This is an optimization exercise on Yosys and OpenROAD, whose aim is small area, a short achievable clock period and few clock cycles per item, not a production implementation. RTL that was checked went through simulation tests only; none was proved equivalent to the original. No activity file was given, so power comes from the tool's default toggle rates.

// blackcat_ts
module blackcat_ts (
    input  wire        clk,
    input  wire        rst,             
    input  wire        mode_capture,    
    input  wire        coarse_only_en,  
    input  wire        session_start,   
    input  wire        hist_clear,      
    input  wire        cal_build,       
    input  wire        cal_wr,          
    input  wire [3:0]  cal_ch,
    input  wire        cal_set,         
    input  wire [8:0]  cal_lo,
    input  wire [8:0]  cal_hi,
    input  wire        in_valid,
    input  wire [31:0] in_word,
    output wire        in_ready,
    output wire        busy,
    output reg         ts_valid,
    output reg  [3:0]  ts_ch,
    output reg  [27:0] ts_epoch,
    output reg  [11:0] ts_coarse,
    output reg         ts_fine_valid,
    output reg  [11:0] ts_fine,
    output reg         ts_edge,
    output reg         diag_valid,
    output reg  [1:0]  diag_kind,
    output reg  [27:0] diag_info0,
    output reg  [31:0] diag_info1
);
Settings: LEC_CHECK=0, CAP_MARGIN=20, CORE_MARGIN=2, CORE_UTILIZATION=70, SLEW_MARGIN=20, TNS_END_PERCENT=20; clock period 12.0 ns.
standard.sh (not shown) runs the stock make flow with config.mk's settings and CLKGATE_MAP_FILE= SYNTH_SCRIPT=/design/flow/synth_recipe.tcl, a recipe that flattens the netlist after the stock synthesis.
==> flow/flow/run.sh <==
#!/bin/bash
# Layout flow: the standard ORFS flow (standard.sh) with these changes,
# set in flow/settings.sh:
#  - synthesis leaves the adders to ABC (ADDER_MAP_FILE empty, so no
#    full/half-adder cell extraction); the registers are the same as the
#    standard synthesis's,
#  - the timing repair steps aim for a setup slack of SETUP_MARGIN ns at
#    the design's clock period,
#  - optional clock tree synthesis arguments (CTS_ARGS).
# Each step's output goes to a log file of its own in this folder.
set -euo pipefail
source flow/settings.sh
ARGS=(ADDER_MAP_FILE= SETUP_SLACK_MARGIN=$SETUP_MARGIN)
if [[ -n "${CTS_ARGS_SET:-}" ]]; then ARGS+=("CTS_ARGS=$CTS_ARGS_SET"); fi
for step in synth floorplan place cts route finish; do
  bash standard.sh "${ARGS[@]}" $step > log_$step.txt 2>&1
done
==> flow/flow/settings.sh <==
SETUP_MARGIN=8.5
CTS_ARGS_SET="-sink_clustering_enable -repair_clock_nets -sink_clustering_size 28 -sink_clustering_max_diameter 100 -dont_use_dummy_load"
The starting point went through all stages and came out clean.
Change:
Settings changed: CORE_UTILIZATION 70 to 60, TNS_END_PERCENT 20 to unset.
Clock power barely changes.
Final area rises slightly.
Via count falls by a few percent.
Sequential power falls slightly.
Cell count rises by a few percent.
Wire length falls by a few percent.
Die area rises by about a fifth.
Fmax rises slightly.
Change:
==> flow/flow/settings.sh (replaced) <==
SETUP_MARGIN=8.6
Settings changed: CTS_CLUSTER_DIAMETER set to 100, CTS_CLUSTER_SIZE set to 28.
The changed run finished clean.
Cell area climbs by 0.94%.
Routed wire length climbs by 1.6%.
Critical path depth drops by 9.
Setup slack improves by 41 ps.
Function was not checked in any run of this note: the RTL went through the layout flow alone.


blackcat_ts, a different RTL version from the one above (not shown whole).
Size in the first run: ~3600 cells after synthesis, about 1200 flip-flops, about 190 I/O pins, ~46000 µm² of cells after synthesis.
Design blackcat_ts, start of the top module:
module blackcat_ts (
    input  wire        clk,
    input  wire        rst,             
    input  wire        mode_capture,    
    input  wire        coarse_only_en,  
    input  wire        session_start,   
    input  wire        hist_clear,      
    input  wire        cal_build,       
    input  wire        cal_wr,          
    input  wire [3:0]  cal_ch,
    input  wire        cal_set,         
    input  wire [8:0]  cal_lo,
    input  wire [8:0]  cal_hi,
    input  wire        in_valid,
    input  wire [31:0] in_word,
    output wire        in_ready,
    output wire        busy,
    output reg         ts_valid,
    output reg  [3:0]  ts_ch,
    output reg  [27:0] ts_epoch,
    output reg  [11:0] ts_coarse,
    output reg         ts_fine_valid,
    output reg  [11:0] ts_fine,
    output reg         ts_edge,
    output reg         diag_valid,
    output reg  [1:0]  diag_kind,
    output reg  [27:0] diag_info0,
    output reg  [31:0] diag_info1
);
export LEC_CHECK = 0
export CAP_MARGIN = 20
export CORE_MARGIN = 2
export CORE_UTILIZATION = 60
export SLEW_MARGIN = 20
create_clock -name core_clock -period 12.0 [get_ports {clk}]
==> flow/flow/run.sh <==
#!/bin/bash
# Layout flow: the standard ORFS flow (standard.sh) with these changes,
# set in flow/settings.sh:
#  - synthesis leaves the adders to ABC (ADDER_MAP_FILE empty, so no
#    full/half-adder cell extraction); the registers are the same as the
#    standard synthesis's,
#  - the timing repair steps aim for a setup slack of SETUP_MARGIN ns at
#    the design's clock period,
#  - optional clock tree synthesis arguments (CTS_ARGS) and port buffer
#    cell (BUFFER_PORTS_ARGS); every port still gets its buffer.
# Each step's output goes to a log file of its own in this folder.
set -euo pipefail
source flow/settings.sh
ARGS=(ADDER_MAP_FILE= SETUP_SLACK_MARGIN=$SETUP_MARGIN)
if [[ -n "${CTS_ARGS_SET:-}" ]]; then ARGS+=("CTS_ARGS=$CTS_ARGS_SET"); fi
if [[ -n "${BUFFER_PORTS_SET:-}" ]]; then ARGS+=("BUFFER_PORTS_ARGS=$BUFFER_PORTS_SET"); fi
for step in synth floorplan place cts route finish; do
  bash standard.sh "${ARGS[@]}" $step > log_$step.txt 2>&1
done
==> flow/flow/settings.sh <==
SETUP_MARGIN=8.5
CTS_ARGS_SET="-sink_clustering_enable -repair_clock_nets -sink_clustering_size 28 -sink_clustering_max_diameter 100 -dont_use_dummy_load"
BUFFER_PORTS_SET="-buffer_cell sky130_fd_sc_hd__buf_2"
Testbench counts at the start, summed over its fixed seeds: cycles 24,064, items 24,000.
Change:
==> flow/flow/run.sh (replaced) <==
#!/bin/bash
# Layout flow: the standard ORFS flow (standard.sh) with these changes:
#  - synthesis leaves the adders to ABC (ADDER_MAP_FILE empty, so no
#    full/half-adder cell extraction); registers are the same as the
#    standard synthesis's,
#  - the timing repair steps aim for a setup slack of SETUP_MARGIN ns at
#    the design's clock period.
# Each step's output goes to a log file of its own in this folder.
set -euo pipefail
source flow/settings.sh
ARGS=(ADDER_MAP_FILE= SETUP_SLACK_MARGIN=$SETUP_MARGIN $EXTRA_ARGS)
for step in synth floorplan place cts route finish; do
  bash standard.sh "${ARGS[@]}" $step > log_$step.txt 2>&1
done
==> flow/flow/settings.sh (replaced) <==
SETUP_MARGIN=8.6
EXTRA_ARGS=""
- CTS_CLUSTER_DIAMETER: not set -> 100
- CTS_CLUSTER_SIZE: not set -> 28
What happened: The new run produced a clean layout; first-iteration DRC count is higher by 6.1%; combinational power is higher by 8.0%; die area does not change; synthesized area stays the same; cell area is higher by 3.5%; via count is higher by 1.8%; count of clock-buffer cells in the layout is higher by 32; sequential cell count does not change; routed wire length is higher by 3.5%.
Change:
--- a/flow/flow/run.sh
+++ b/flow/flow/run.sh
@@ -2 +2,2 @@
-# Layout flow: the standard ORFS flow (standard.sh) with these changes:
+# Layout flow: the standard ORFS flow (standard.sh) with these changes,
+# set in flow/settings.sh:
@@ -4 +5 @@
-#    full/half-adder cell extraction); registers are the same as the
+#    full/half-adder cell extraction); the registers are the same as the
@@ -7 +8,2 @@
-#    the design's clock period.
+#    the design's clock period,
+#  - optional clock tree synthesis arguments (CTS_ARGS).
@@ -11 +13,2 @@
-ARGS=(ADDER_MAP_FILE= SETUP_SLACK_MARGIN=$SETUP_MARGIN $EXTRA_ARGS)
+ARGS=(ADDER_MAP_FILE= SETUP_SLACK_MARGIN=$SETUP_MARGIN)
+if [[ -n "${CTS_ARGS_SET:-}" ]]; then ARGS+=("CTS_ARGS=$CTS_ARGS_SET"); fi
==> flow/flow/settings.sh (replaced) <==
SETUP_MARGIN=8.5
CTS_ARGS_SET="-sink_clustering_enable -repair_clock_nets -sink_clustering_size 28 -sink_clustering_max_diameter 100 -dont_use_dummy_load"
- CTS_CLUSTER_DIAMETER: 100 -> not set
- CTS_CLUSTER_SIZE: 28 -> not set
Global-route usage hardly moves.
Clock skew rose by 0.051 ns.
Core utilization fell by 1.8 points.
Setup slack loses 0.014 ns.
First-iteration DRC count fell by 4.4%.
Power fell by 3.6%.
Clock power fell by about 5%.
Clock-buffer cell count fell by 31.

afterwards: timing with drivers on the ports:
Ports are ideal in the flow. The routed layouts listed here were re-timed in OpenROAD.
Step 1 (the two cells are an assumption about what drives the block):
set clk [get_ports {clk}]
set_driving_cell -lib_cell sky130_fd_sc_hd__clkbuf_16 $clk
set_driving_cell -lib_cell sky130_fd_sc_hd__buf_2 [delete_from_list [all_inputs] $clk]
Step 2 moves the port delays by t, midway between the first and last clock arrival at a register: inputs arrive t later, outputs are due t later. That takes back most of the time a late clock gives input paths.
a / b / c = ideal ports / drivers / drivers and shift; a / b = the first two.
run | shift t [ns] | setup slack, ns | worst setup path at the end | slew at the worst register clock pin (ns) | cell pins on the clock port's net
the first run of note 1 | 0.692 | 8.379 / 8.351 / 7.756 | input to register | 0.11 / 0.11 | 1
the second run of note 1 | 0.680 | 8.409 / 8.350 / 8.035 | input to register | 0.11 / 0.11 | 1
the third run of note 1 | 0.716 | 8.450 / 8.382 / 7.887 | input to register | 0.11 / 0.11 | 1
the first run of note 2 | 0.704 | 8.436 / 8.364 / 8.442 | input to register | 0.11 / 0.11 | 1
the second run of note 2 | 0.711 | 8.425 / 8.353 / 8.068 | input to register | 0.11 / 0.11 | 1
the third run of note 2 | 0.698 | 8.411 / 8.341 / 8.082 | input to register | 0.11 / 0.11 | 1
After both steps every run listed still meets setup and hold. The setup slack of the first run of note 1, which loses most, moves by -0.028 ns with the drivers and by -0.623 ns with both steps.
